Context: an optimization exercise on an open-source flow, tuned for small area and a short achievable clock period. The choices shown serve that exercise and are no tape-out recipe.
At most, simulation tests tie the RTL to the original design; equivalence was not proved.
No activity file was given, so power comes from the tool's default toggle rates.

==> 10-14: inputs <==
==> flow/design.v <==
module acc_scale24 (
    input  wire [7:0] c,
    output reg  [2:0] level
);
    always @* begin
        if      (c == 8'd255) level = 3'd5;
        else if (c >= 8'd204) level = 3'd4;
        else if (c >= 8'd153) level = 3'd3;
        else if (c >= 8'd102) level = 3'd2;
        else if (c >= 8'd51)  level = 3'd1;
        else                  level = 3'd0;
    end
endmodule
module acc_rgb_code (
    input  wire [2:0] red,
    input  wire [2:0] green,
    input  wire [2:0] blue,
    output wire [7:0] code
);
    assign code = 8'd16 + 8'd36 * red + 8'd6 * green + blue;
endmodule
module acc_classify_cube (
    input  wire [7:0] code,
    output wire [2:0] red,
    output wire [2:0] green,
    output wire [2:0] blue
);
    wire [5:0] y = code[7:2];
    reg  [2:0] r;
    always @* begin
        if      (y >= 6'd49) r = 3'd5;
        else if (y >= 6'd40) r = 3'd4;
        else if (y >= 6'd31) r = 3'd3;
        else if (y >= 6'd22) r = 3'd2;
        else if (y >= 6'd13) r = 3'd1;
        else                 r = 3'd0;
    end
    wire [5:0] x   = y - 6'd4 - {r, 3'd0} - {3'd0, r};
    wire [5:0] rem = {x[3:0], code[1:0]};
    reg  [2:0] g, b;
    always @* begin
        if      (rem >= 6'd30) begin g = 3'd5; b = rem[2:0] - 3'd6; end
        else if (rem >= 6'd24) begin g = 3'd4; b = rem[2:0];        end
        else if (rem >= 6'd18) begin g = 3'd3; b = rem[2:0] - 3'd2; end
        else if (rem >= 6'd12) begin g = 3'd2; b = rem[2:0] - 3'd4; end
        else if (rem >= 6'd6)  begin g = 3'd1; b = rem[2:0] - 3'd6; end
        else                   begin g = 3'd0; b = rem[2:0];        end
    end
    assign red = r;
    assign green = g;
    assign blue = b;
endmodule
module acc_classify (
    input  wire [7:0]  code,
    output reg  [10:0] var_out
);
    wire [2:0] k_r, k_g, k_b;
    acc_classify_cube u_cube (.code(code), .red(k_r), .green(k_g), .blue(k_b));
    always @* begin
        if (code < 8'd8)        var_out = {2'd0, 6'd0, code[2:0]};
        else if (code < 8'd16)  var_out = {2'd1, 6'd0, code[2:0]};
        else if (code < 8'd232) var_out = {2'd2, k_r, k_g, k_b};
        else                    var_out = {2'd3, 4'd0, code[4] & code[3], ~code[3], code[2:0]};
    end
endmodule
module acc_var_encode (
    input  wire [8:0] rgb,
    output wire       range_err,
    output wire [2:0] bad_value
);
    wire rb = rgb[8] & rgb[7];
    wire gb = rgb[5] & rgb[4];
    wire bb = rgb[2] & rgb[1];
    assign range_err = rb | gb | bb;
    assign bad_value = {2'b11, rb ? rgb[6] : gb ? rgb[3] : rgb[0]};
endmodule
module acc (
    input  wire        clk,
    input  wire        rst,
    input  wire        req_valid,
    input  wire [31:0] req_word,
    output wire        rsp_valid,
    output wire [31:0] rsp_word
);
    wire [3:0] op = req_word[31:28];
    wire [7:0] r8 = req_word[23:16];
    wire [7:0] g8 = req_word[15:8];
    wire [7:0] b8 = req_word[7:0];
    reg       seq_active;
    reg       seq_sub;
    reg [7:0] seq_cur;
    wire o1 = op == 4'h1;
    wire o2 = op == 4'h2;
    wire o3 = op == 4'h3;
    wire o4 = op == 4'h4;
    wire o5 = op == 4'h5;
    wire o6 = op == 4'h6;
    wire o7 = op == 4'h7;
    wire o8 = op == 4'h8;
    wire o9 = op == 4'h9;
    wire oa = op == 4'hA;
    wire ob = op == 4'hB;
    wire oc = op == 4'hC;
    wire od = op == 4'hD;
    wire mbz_ok = req_word[27:24] == 4'd0;
    wire z_hi   = req_word[23:11] == 13'd0;
    wire z_8    = z_hi & (req_word[10:8] == 3'd0);
    wire z_3    = z_8 & (req_word[7:3] == 5'd0);
    wire z_all  = z_3 & (req_word[2:0] == 3'd0);
    wire l_c = mbz_ok;                  
    wire l_8 = mbz_ok & z_8;            
    wire l_3 = mbz_ok & z_3;            
    wire l_z = mbz_ok & z_all;          
    wire [1:0] tag = req_word[10:9];
    wire v_fmt = ~tag[1] ? (req_word[8:3] == 6'd0)
                         : (~tag[0] | (req_word[8:5] == 4'd0));
    wire l_v = mbz_ok & z_hi & v_fmt;
    wire       v_rgb_bad;
    wire [2:0] v_bad;
    acc_var_encode u_vchk (.rgb(req_word[8:0]), .range_err(v_rgb_bad), .bad_value(v_bad));
    wire v_grey_bad = req_word[4] & req_word[3];
    wire r_bad = (r8[7:3] != 5'd0) | (r8[2] & r8[1]);
    wire g_bad = (g8[7:3] != 5'd0) | (g8[2] & g8[1]);
    wire b_bad = (b8[7:3] != 5'd0) | (b8[2] & b8[1]);
    wire c_rng = r_bad | g_bad | b_bad;
    wire l_bad = (b8[7:5] != 3'd0) | (b8[4] & b8[3]);
    wire sel_ok = ~(req_word[2] & (req_word[1] | req_word[0]));
    wire legal = ((o1 | o2) & l_3) | ((o3 | o5 | o9 | ob) & l_c)
               | ((o4 | o7 | o8 | oa) & l_8) | (o6 & l_v)
               | (oc & l_3 & sel_ok) | (od & l_z);
    wire rng = ((o3 | o9) & c_rng) | ((o4 | oa) & l_bad)
             | (o6 & tag[1] & (tag[0] ? v_grey_bad : v_rgb_bad));
    wire sq_end = od & ~seq_active;
    wire st1 = ~legal | sq_end;
    wire st0 = legal & (rng | sq_end);
    wire [2:0] s_r, s_g, s_b;
    acc_scale24 u_sr (.c(r8), .level(s_r));
    acc_scale24 u_sg (.c(g8), .level(s_g));
    acc_scale24 u_sb (.c(b8), .level(s_b));
    wire use_s = (op == 4'h5) | (op == 4'hB);
    wire use_v = op == 4'h6;
    wire [2:0] ch_r = use_s ? s_r : use_v ? req_word[8:6] : r8[2:0];
    wire [2:0] ch_g = use_s ? s_g : use_v ? req_word[5:3] : g8[2:0];
    wire [2:0] ch_b = use_s ? s_b : b8[2:0];
    wire [7:0] code;
    acc_rgb_code u_code (.red(ch_r), .green(ch_g), .blue(ch_b), .code(code));
    wire [10:0] cls_var;
    acc_classify u_cls (.code(b8), .var_out(cls_var));
    wire [7:0] l_code = {3'b111, b8[4] | b8[3], ~b8[3], b8[2:0]};
    wire c_ok = ~c_rng;
    wire s_w8   = ((o1 | o2) & l_3) | (o8 & l_8) | ((o4 | oa) & l_8 & l_bad)
                | ((o3 | o9) & l_c & ~r_bad & ~g_bad & b_bad)
                | (o6 & l_v & (~tag[1] | (tag[0] & v_grey_bad)));
    wire s_b3   = (o2 & l_3) | (o6 & l_v & ~tag[1] & tag[0]);
    wire s_r8   = (o3 | o9) & l_c & r_bad;
    wire s_g8   = (o3 | o9) & l_c & ~r_bad & g_bad;
    wire s_code = (o3 & l_c & c_ok) | (o5 & l_c) | (o6 & l_v & tag[1] & ~tag[0] & ~v_rgb_bad);
    wire s_vbad = o6 & l_v & tag[1] & ~tag[0] & v_rgb_bad;
    wire s_lc   = ((o4 & l_8 & ~l_bad) | (o6 & l_v & tag[1] & tag[0] & ~v_grey_bad));
    wire s_pg   = oa & l_8 & ~l_bad;
    wire s_pack = (o9 & l_c & c_ok) | (ob & l_c);
    wire s_cls  = o7 & l_8;
    wire s_seq  = od & l_z & seq_active;
    wire [10:0] d =
          ({11{s_w8}}   & {3'd0, b8})
        | ({11{s_b3}}   & 11'd8)
        | ({11{s_r8}}   & {3'd0, r8})
        | ({11{s_g8}}   & {3'd0, g8})
        | ({11{s_code}} & {3'd0, code})
        | ({11{s_vbad}} & {8'd0, v_bad})
        | ({11{s_lc}}   & {3'd0, l_code})
        | ({11{s_pg}}   & {2'd3, 4'd0, b8[4:0]})
        | ({11{s_pack}} & {2'd2, ch_r, ch_g, ch_b})
        | ({11{s_cls}}  & cls_var)
        | ({11{s_seq}}  & {3'd0, seq_cur});
    wire accept  = req_valid & ~rst;
    wire do_strt = accept & oc & l_3 & sel_ok;
    wire do_next = accept & s_seq;
    wire sel_sub = req_word[2] | req_word[1] | req_word[0];
    reg [7:0] first;
    always @* begin
        case (req_word[2:0])
            3'd2:    first = 8'd8;
            3'd3:    first = 8'd16;
            3'd4:    first = 8'd232;
            default: first = 8'd0;
        endcase
    end
    wire at_end = (seq_cur == 8'd255)
                | (seq_sub & ((seq_cur == 8'd7) | (seq_cur == 8'd15) | (seq_cur == 8'd231)));
    always @(posedge clk) begin
        if (rst)
            seq_active <= 1'b0;
        else if (do_strt)
            seq_active <= 1'b1;
        else if (do_next & at_end)
            seq_active <= 1'b0;
    end
    always @(posedge clk) begin
        if (do_strt) begin
            seq_cur <= first;
            seq_sub <= sel_sub;
        end else if (do_next & ~at_end) begin
            seq_cur <= seq_cur + 8'd1;
        end
    end
    assign rsp_valid = accept;
    assign rsp_word  = {2'b00, st1, st0, 17'd0, d};
endmodule
==> flow/flow/run.sh <==
#!/bin/bash
# The standard layout with two changes: synthesis maps adders with the
# rest of the logic (no full/half-adder cell extraction), and the port
# buffers are plain buffers (sky130_fd_sc_hd__buf_2).
set -e
echo "export BUFFER_PORTS_ARGS = -buffer_cell sky130_fd_sc_hd__buf_2" >> config.mk
bash standard.sh ADDER_MAP_FILE= finish > standard.log 2>&1
==> flow/standard.sh <==
#!/bin/bash
# synth_recipe.tcl (not shown) runs the flow's synth.tcl, then flattens the netlist and writes it again
# the make line also repeats each setting of config.mk as NAME=value (left out here)
make -C /OpenROAD-flow-scripts/flow DESIGN_CONFIG=/design/flow/config.mk WORK_HOME=/design/flow/orfs CLKGATE_MAP_FILE= SYNTH_SCRIPT=/design/flow/synth_recipe.tcl "${@:-finish}"
==> flow/config.mk <==
export PLATFORM = sky130hd
export DESIGN_NAME = acc
export DESIGN_NICKNAME = acc
export VERILOG_FILES = /design/flow/design.v
export SDC_FILE = /design/flow/constraint.sdc
export NUM_CORES = 4
export LEC_CHECK = 0
export ABC_AREA = 1
export CAP_MARGIN = 20
export CORE_MARGIN = 2
export CORE_UTILIZATION = 40
export SLEW_MARGIN = 20
export BUFFER_PORTS_ARGS = -buffer_cell sky130_fd_sc_hd__buf_2
==> flow/constraint.sdc <==
create_clock -name core_clock -period 11.0 [get_ports {clk}]
set_input_delay 2.2000 -clock core_clock [delete_from_list [all_inputs] [get_ports {clk}]]
set_output_delay 2.2000 -clock core_clock [all_outputs]
set_load 0.01 [all_outputs]
==> inputs of 11-10, as changes to 10-14 <==
==> flow/design.v, changed modules only <==
module acc (
    input  wire        clk,
    input  wire        rst,
    input  wire        req_valid,
    input  wire [31:0] req_word,
    output wire        rsp_valid,
    output wire [31:0] rsp_word
);
    wire [3:0] op = req_word[31:28];
    wire [7:0] r8 = req_word[23:16];
    wire [7:0] g8 = req_word[15:8];
    wire [7:0] b8 = req_word[7:0];
    reg       seq_active;
    reg       seq_sub;
    reg [7:0] seq_cur;
    wire o1 = op == 4'h1;
    wire o2 = op == 4'h2;
    wire o3 = op == 4'h3;
    wire o4 = op == 4'h4;
    wire o5 = op == 4'h5;
    wire o6 = op == 4'h6;
    wire o7 = op == 4'h7;
    wire o8 = op == 4'h8;
    wire o9 = op == 4'h9;
    wire oa = op == 4'hA;
    wire ob = op == 4'hB;
    wire oc = op == 4'hC;
    wire od = op == 4'hD;
    wire mbz_ok = req_word[27:24] == 4'd0;
    wire z_hi   = req_word[23:11] == 13'd0;
    wire z_8    = z_hi & (req_word[10:8] == 3'd0);
    wire z_3    = z_8 & (req_word[7:3] == 5'd0);
    wire z_all  = z_3 & (req_word[2:0] == 3'd0);
    wire l_c = mbz_ok;                  
    wire l_8 = mbz_ok & z_8;            
    wire l_3 = mbz_ok & z_3;            
    wire l_z = mbz_ok & z_all;          
    wire [1:0] tag = req_word[10:9];
    wire v_fmt = ~tag[1] ? (req_word[8:3] == 6'd0)
                         : (~tag[0] | (req_word[8:5] == 4'd0));
    wire l_v = mbz_ok & z_hi & v_fmt;
    wire       v_rgb_bad;
    wire [2:0] v_bad;
    acc_var_encode u_vchk (.rgb(req_word[8:0]), .range_err(v_rgb_bad), .bad_value(v_bad));
    wire v_grey_bad = req_word[4] & req_word[3];
    wire r_bad = (r8[7:3] != 5'd0) | (r8[2] & r8[1]);
    wire g_bad = (g8[7:3] != 5'd0) | (g8[2] & g8[1]);
    wire b_bad = (b8[7:3] != 5'd0) | (b8[2] & b8[1]);
    wire c_rng = r_bad | g_bad | b_bad;
    wire c_ok  = ~c_rng;
    wire l_bad = (b8[7:5] != 3'd0) | (b8[4] & b8[3]);
    wire sel_ok = ~(req_word[2] & (req_word[1] | req_word[0]));
    wire legal = ((o1 | o2) & l_3) | ((o3 | o5 | o9 | ob) & l_c)
               | ((o4 | o7 | o8 | oa) & l_8) | (o6 & l_v)
               | (oc & l_3 & sel_ok) | (od & l_z);
    wire rng = ((o3 | o9) & c_rng) | ((o4 | oa) & l_bad)
             | (o6 & tag[1] & (tag[0] ? v_grey_bad : v_rgb_bad));
    wire sq_end = od & ~seq_active;
    wire st1 = ~legal | sq_end;
    wire st0 = legal & (rng | sq_end);
    wire [2:0] s_r, s_g, s_b;
    acc_scale24 u_sr (.c(r8), .level(s_r));
    acc_scale24 u_sg (.c(g8), .level(s_g));
    acc_scale24 u_sb (.c(b8), .level(s_b));
    wire use_s = (op[2] & ~op[1]) | (op[3] & op[1]);
    wire use_v = op[2] & op[1];
    wire [2:0] ch_r = use_s ? s_r : use_v ? req_word[8:6] : r8[2:0];
    wire [2:0] ch_g = use_s ? s_g : use_v ? req_word[5:3] : g8[2:0];
    wire [2:0] ch_b = use_s ? s_b : b8[2:0];
    wire [7:0] code;
    acc_rgb_code u_code (.red(ch_r), .green(ch_g), .blue(ch_b), .code(code));
    wire [10:0] cls_var;
    acc_classify u_cls (.code(b8), .var_out(cls_var));
    wire [7:0] l_code = {3'b111, b8[4] | b8[3], ~b8[3], b8[2:0]};
    wire dvalid = legal & ~oc & ~sq_end;
    wire [3:0] o = op;
    wire p_rgb  = ~o[2] & o[0] & (o[3] ^ o[1]);        
    wire p_grey = ~o[0] & ((o[2] & ~o[1]) | (o[3] & o[1]));  
    wire p_var  = o[2] & o[1] & ~o[0];                 
    wire p_w    = (~o[3] & ~o[2] & (o[1] ^ o[0])) | (o[3] & ~o[2] & ~o[1] & ~o[0]);  
    wire s_w8   = p_w | (p_grey & l_bad) | (p_rgb & ~r_bad & ~g_bad & b_bad)
                | (p_var & (~tag[1] | (tag[0] & v_grey_bad)));
    wire s_b3   = (~o[3] & ~o[2] & o[1] & ~o[0]) | (p_var & ~tag[1] & tag[0]);
    wire s_r8   = p_rgb & r_bad;
    wire s_g8   = p_rgb & ~r_bad & g_bad;
    wire s_code = ~o[3] & ((~o[2] & o[1] & o[0] & c_ok) | (o[2] & ~o[1] & o[0]))
                | (p_var & tag[1] & ~tag[0] & ~v_rgb_bad);
    wire s_vbad = p_var & tag[1] & ~tag[0] & v_rgb_bad;
    wire s_lc   = (o[2] & ~o[1] & ~o[0] & ~l_bad) | (p_var & tag[1] & tag[0] & ~v_grey_bad);
    wire s_pg   = o[3] & o[1] & ~o[0] & ~l_bad;
    wire s_pack = o[3] & ~o[2] & o[0] & (o[1] | c_ok);
    wire s_cls  = o[2] & o[1] & o[0];
    wire s_seq  = o[3] & o[2];
    wire [10:0] dmux =
          ({11{s_w8}}   & {3'd0, b8})
        | ({11{s_b3}}   & 11'd8)
        | ({11{s_r8}}   & {3'd0, r8})
        | ({11{s_g8}}   & {3'd0, g8})
        | ({11{s_code}} & {3'd0, code})
        | ({11{s_vbad}} & {8'd0, v_bad})
        | ({11{s_lc}}   & {3'd0, l_code})
        | ({11{s_pg}}   & {2'd3, 4'd0, b8[4:0]})
        | ({11{s_pack}} & {2'd2, ch_r, ch_g, ch_b})
        | ({11{s_cls}}  & cls_var)
        | ({11{s_seq}}  & {3'd0, seq_cur});
    wire [10:0] d = {11{dvalid}} & dmux;
    wire accept  = req_valid & ~rst;
    wire do_strt = accept & oc & l_3 & sel_ok;
    wire do_next = accept & od & l_z & seq_active;
    wire sel_sub = req_word[2] | req_word[1] | req_word[0];
    reg [7:0] first;
    always @* begin
        case (req_word[2:0])
            3'd2:    first = 8'd8;
            3'd3:    first = 8'd16;
            3'd4:    first = 8'd232;
            default: first = 8'd0;
        endcase
    end
    wire at_end = (seq_cur == 8'd255)
                | (seq_sub & ((seq_cur == 8'd7) | (seq_cur == 8'd15) | (seq_cur == 8'd231)));
    always @(posedge clk) begin
        if (rst)
            seq_active <= 1'b0;
        else if (do_strt)
            seq_active <= 1'b1;
        else if (do_next & at_end)
            seq_active <= 1'b0;
    end
    always @(posedge clk) begin
        if (do_strt) begin
            seq_cur <= first;
            seq_sub <= sel_sub;
        end else if (do_next & ~at_end) begin
            seq_cur <= seq_cur + 8'd1;
        end
    end
    assign rsp_valid = accept;
    assign rsp_word  = {2'b00, st1, st0, 17'd0, d};
endmodule
==> flow/flow/run.sh (replaced) <==
#!/bin/bash
# The standard layout with three changes: constant outputs share one tie cell
# (no repair_tie_fanout),
# rest of the logic (no full/half-adder cell extraction), and the port
# buffers are plain buffers (sky130_fd_sc_hd__buf_2).
set -e
echo "export BUFFER_PORTS_ARGS = -buffer_cell sky130_fd_sc_hd__buf_2" >> config.mk
bash standard.sh ADDER_MAP_FILE= SKIP_REPAIR_TIE_FANOUT=1 finish > standard.log 2>&1
--- a/flow/config.mk
+++ b/flow/config.mk
@@ -9,5 +9,6 @@
 export CAP_MARGIN = 20
 export CORE_MARGIN = 2
-export CORE_UTILIZATION = 40
+export CORE_UTILIZATION = 70
+export CTS_BUF_LIST = sky130_fd_sc_hd__clkbuf_4
 export SLEW_MARGIN = 20
 export BUFFER_PORTS_ARGS = -buffer_cell sky130_fd_sc_hd__buf_2
==> inputs of 05-05, as changes to 10-14 <==
==> flow/design.v, changed modules only <==
module acc (
    input  wire        clk,
    input  wire        rst,
    input  wire        req_valid,
    input  wire [31:0] req_word,
    output wire        rsp_valid,
    output wire [31:0] rsp_word
);
    wire [3:0] op = req_word[31:28];
    wire [7:0] r8 = req_word[23:16];
    wire [7:0] g8 = req_word[15:8];
    wire [7:0] b8 = req_word[7:0];
    reg       seq_active;
    reg       seq_sub;
    reg [7:0] seq_cur;
    wire o1 = op == 4'h1;
    wire o2 = op == 4'h2;
    wire o3 = op == 4'h3;
    wire o4 = op == 4'h4;
    wire o5 = op == 4'h5;
    wire o6 = op == 4'h6;
    wire o7 = op == 4'h7;
    wire o8 = op == 4'h8;
    wire o9 = op == 4'h9;
    wire oa = op == 4'hA;
    wire ob = op == 4'hB;
    wire oc = op == 4'hC;
    wire od = op == 4'hD;
    wire mbz_ok = req_word[27:24] == 4'd0;
    wire z_hi   = req_word[23:11] == 13'd0;
    wire z_8    = z_hi & (req_word[10:8] == 3'd0);
    wire z_3    = z_8 & (req_word[7:3] == 5'd0);
    wire z_all  = z_3 & (req_word[2:0] == 3'd0);
    wire l_c = mbz_ok;                  
    wire l_8 = mbz_ok & z_8;            
    wire l_3 = mbz_ok & z_3;            
    wire l_z = mbz_ok & z_all;          
    wire [1:0] tag = req_word[10:9];
    wire v_fmt = ~tag[1] ? (req_word[8:3] == 6'd0)
                         : (~tag[0] | (req_word[8:5] == 4'd0));
    wire l_v = mbz_ok & z_hi & v_fmt;
    wire       v_rgb_bad;
    wire [2:0] v_bad;
    acc_var_encode u_vchk (.rgb(req_word[8:0]), .range_err(v_rgb_bad), .bad_value(v_bad));
    wire v_grey_bad = req_word[4] & req_word[3];
    wire r_bad = (r8[7:3] != 5'd0) | (r8[2] & r8[1]);
    wire g_bad = (g8[7:3] != 5'd0) | (g8[2] & g8[1]);
    wire b_bad = (b8[7:3] != 5'd0) | (b8[2] & b8[1]);
    wire c_rng = r_bad | g_bad | b_bad;
    wire l_bad = (b8[7:5] != 3'd0) | (b8[4] & b8[3]);
    wire sel_ok = ~(req_word[2] & (req_word[1] | req_word[0]));
    wire legal = ((o1 | o2) & l_3) | ((o3 | o5 | o9 | ob) & l_c)
               | ((o4 | o7 | o8 | oa) & l_8) | (o6 & l_v)
               | (oc & l_3 & sel_ok) | (od & l_z);
    wire rng = ((o3 | o9) & c_rng) | ((o4 | oa) & l_bad)
             | (o6 & tag[1] & (tag[0] ? v_grey_bad : v_rgb_bad));
    wire sq_end = od & ~seq_active;
    wire st1 = ~legal | sq_end;
    wire st0 = legal & (rng | sq_end);
    wire [2:0] s_r, s_g, s_b;
    acc_scale24 u_sr (.c(r8), .level(s_r));
    acc_scale24 u_sg (.c(g8), .level(s_g));
    acc_scale24 u_sb (.c(b8), .level(s_b));
    wire [7:0] code_c, code_s, code_v;
    acc_rgb_code u_code_c (.red(r8[2:0]), .green(g8[2:0]), .blue(b8[2:0]), .code(code_c));
    acc_rgb_code u_code_s (.red(s_r), .green(s_g), .blue(s_b), .code(code_s));
    acc_rgb_code u_code_v (.red(req_word[8:6]), .green(req_word[5:3]), .blue(req_word[2:0]),
                           .code(code_v));
    wire [10:0] cls_var;
    acc_classify u_cls (.code(b8), .var_out(cls_var));
    wire [7:0] l_code = {3'b111, b8[4] | b8[3], ~b8[3], b8[2:0]};
    wire c_ok = ~c_rng;
    wire s_w8   = ((o1 | o2) & l_3) | (o8 & l_8) | ((o4 | oa) & l_8 & l_bad)
                | ((o3 | o9) & l_c & ~r_bad & ~g_bad & b_bad)
                | (o6 & l_v & (~tag[1] | (tag[0] & v_grey_bad)));
    wire s_b3   = (o2 & l_3) | (o6 & l_v & ~tag[1] & tag[0]);
    wire s_r8   = (o3 | o9) & l_c & r_bad;
    wire s_g8   = (o3 | o9) & l_c & ~r_bad & g_bad;
    wire s_cc   = o3 & l_c & c_ok;
    wire s_cs   = o5 & l_c;
    wire s_cv   = o6 & l_v & tag[1] & ~tag[0] & ~v_rgb_bad;
    wire s_vbad = o6 & l_v & tag[1] & ~tag[0] & v_rgb_bad;
    wire s_lc   = ((o4 & l_8 & ~l_bad) | (o6 & l_v & tag[1] & tag[0] & ~v_grey_bad));
    wire s_pg   = oa & l_8 & ~l_bad;
    wire s_pc   = o9 & l_c & c_ok;
    wire s_ps   = ob & l_c;
    wire s_cls  = o7 & l_8;
    wire s_seq  = od & l_z & seq_active;
    wire [10:0] d =
          ({11{s_w8}}   & {3'd0, b8})
        | ({11{s_b3}}   & 11'd8)
        | ({11{s_r8}}   & {3'd0, r8})
        | ({11{s_g8}}   & {3'd0, g8})
        | ({11{s_cc}}   & {3'd0, code_c})
        | ({11{s_cs}}   & {3'd0, code_s})
        | ({11{s_cv}}   & {3'd0, code_v})
        | ({11{s_vbad}} & {8'd0, v_bad})
        | ({11{s_lc}}   & {3'd0, l_code})
        | ({11{s_pg}}   & {2'd3, 4'd0, b8[4:0]})
        | ({11{s_pc}}   & {2'd2, r8[2:0], g8[2:0], b8[2:0]})
        | ({11{s_ps}}   & {2'd2, s_r, s_g, s_b})
        | ({11{s_cls}}  & cls_var)
        | ({11{s_seq}}  & {3'd0, seq_cur});
    wire accept  = req_valid & ~rst;
    wire do_strt = accept & oc & l_3 & sel_ok;
    wire do_next = accept & s_seq;
    wire sel_sub = req_word[2] | req_word[1] | req_word[0];
    reg [7:0] first;
    always @* begin
        case (req_word[2:0])
            3'd2:    first = 8'd8;
            3'd3:    first = 8'd16;
            3'd4:    first = 8'd232;
            default: first = 8'd0;
        endcase
    end
    wire at_end = (seq_cur == 8'd255)
                | (seq_sub & ((seq_cur == 8'd7) | (seq_cur == 8'd15) | (seq_cur == 8'd231)));
    always @(posedge clk) begin
        if (rst)
            seq_active <= 1'b0;
        else if (do_strt)
            seq_active <= 1'b1;
        else if (do_next & at_end)
            seq_active <= 1'b0;
    end
    always @(posedge clk) begin
        if (do_strt) begin
            seq_cur <= first;
            seq_sub <= sel_sub;
        end else if (do_next & ~at_end) begin
            seq_cur <= seq_cur + 8'd1;
        end
    end
    assign rsp_valid = accept;
    assign rsp_word  = {2'b00, st1, st0, 17'd0, d};
endmodule
--- a/flow/config.mk
+++ b/flow/config.mk
@@ -10,4 +10,5 @@
 export CORE_MARGIN = 2
 export CORE_UTILIZATION = 40
+export SETUP_SLACK_MARGIN = 2
 export SLEW_MARGIN = 20
 export BUFFER_PORTS_ARGS = -buffer_cell sky130_fd_sc_hd__buf_2
==> inputs of 03-15, as changes to 10-14 <==
--- a/flow/design.v
+++ b/flow/design.v
@@ -138,6 +138,6 @@
     acc_scale24 u_sg (.c(g8), .level(s_g));
     acc_scale24 u_sb (.c(b8), .level(s_b));
-    wire use_s = (op == 4'h5) | (op == 4'hB);
-    wire use_v = op == 4'h6;
+    wire use_s = (op[2] & ~op[1]) | (op[3] & op[1]);
+    wire use_v = op[2] & op[1];
     wire [2:0] ch_r = use_s ? s_r : use_v ? req_word[8:6] : r8[2:0];
     wire [2:0] ch_g = use_s ? s_g : use_v ? req_word[5:3] : g8[2:0];
==> flow/flow/run.sh (replaced) <==
#!/bin/bash
# The standard layout with three changes: constant outputs share one tie cell
# (no repair_tie_fanout),
# rest of the logic (no full/half-adder cell extraction), and the port
# buffers are plain buffers (sky130_fd_sc_hd__buf_2).
set -e
echo "export BUFFER_PORTS_ARGS = -buffer_cell sky130_fd_sc_hd__buf_2" >> config.mk
bash standard.sh ADDER_MAP_FILE= SKIP_REPAIR_TIE_FANOUT=1 finish > standard.log 2>&1
--- a/flow/config.mk
+++ b/flow/config.mk
@@ -6,8 +6,9 @@
 export NUM_CORES = 4
 export LEC_CHECK = 0
-export ABC_AREA = 1
+export ABC_AREA = 0
 export CAP_MARGIN = 20
 export CORE_MARGIN = 2
-export CORE_UTILIZATION = 40
+export CORE_UTILIZATION = 70
+export CTS_BUF_LIST = sky130_fd_sc_hd__clkbuf_4
 export SLEW_MARGIN = 20
 export BUFFER_PORTS_ARGS = -buffer_cell sky130_fd_sc_hd__buf_2
==> summary of the runs <==
Core utilization: 10-14 < 05-05 < 11-10 < 03-15.
Synthesized area: 05-05 > 03-15 > 11-10 > 10-14.
Against 10-14, the wire length of 11-10 is lower by 2.6%.
Between 03-15 and 05-05, the lower setup slack is in 03-15 (gap 15 ps).
Critical path depth, lowest first: 11-10, 03-15, 05-05, 10-14.
Register-to-register slack, highest first: 05-05, 03-15, 10-14, 11-10.
Between 05-05 and 11-10, the lower die area is in 11-10 (gap 86%, measured against 11-10).
Combinational power, lowest first: 10-14, 05-05, 03-15, 11-10.
In sequential power, 05-05 and 10-14 hardly differ.
Worst hold slack, lowest first: 05-05, 11-10, 10-14, 03-15.
Only the layout flow was run in 05-05; the RTL was not checked for function there.

[separate check: timing with driven ports]
The results above use ideal ports. As a check the final layouts listed here were re-extracted and re-timed, cells and wires unchanged. Step 1 assumes that a clkbuf_16 drives the clock port and a buf_2 every other input. Step 2 moves the port delays by t, midway between the first and last clock arrival at a register: inputs arrive t later, outputs are due t later. That takes back most of the time a late clock gives input paths. Three values: no drivers, after step 1, after step 2; two values: the first two.
run | t (ns) | slack for setup (ns) | worst register clock-pin slew, ns
10-14 | 0.257 | 4.302 / 4.280 / 4.280 | 0.05 / 0.05
11-10 | 0.293 | 3.987 / 3.960 / 3.960 | 0.07 / 0.07
05-05 | 0.265 | 3.785 / 3.764 / 3.764 | 0.05 / 0.05
03-15 | 0.284 | 3.771 / 3.751 / 3.751 | 0.07 / 0.07
After both steps setup and hold are still met in every run listed. For 11-10, which loses most, drivers alone change the setup slack by -0.027 ns; drivers and shift together by -0.027 ns.
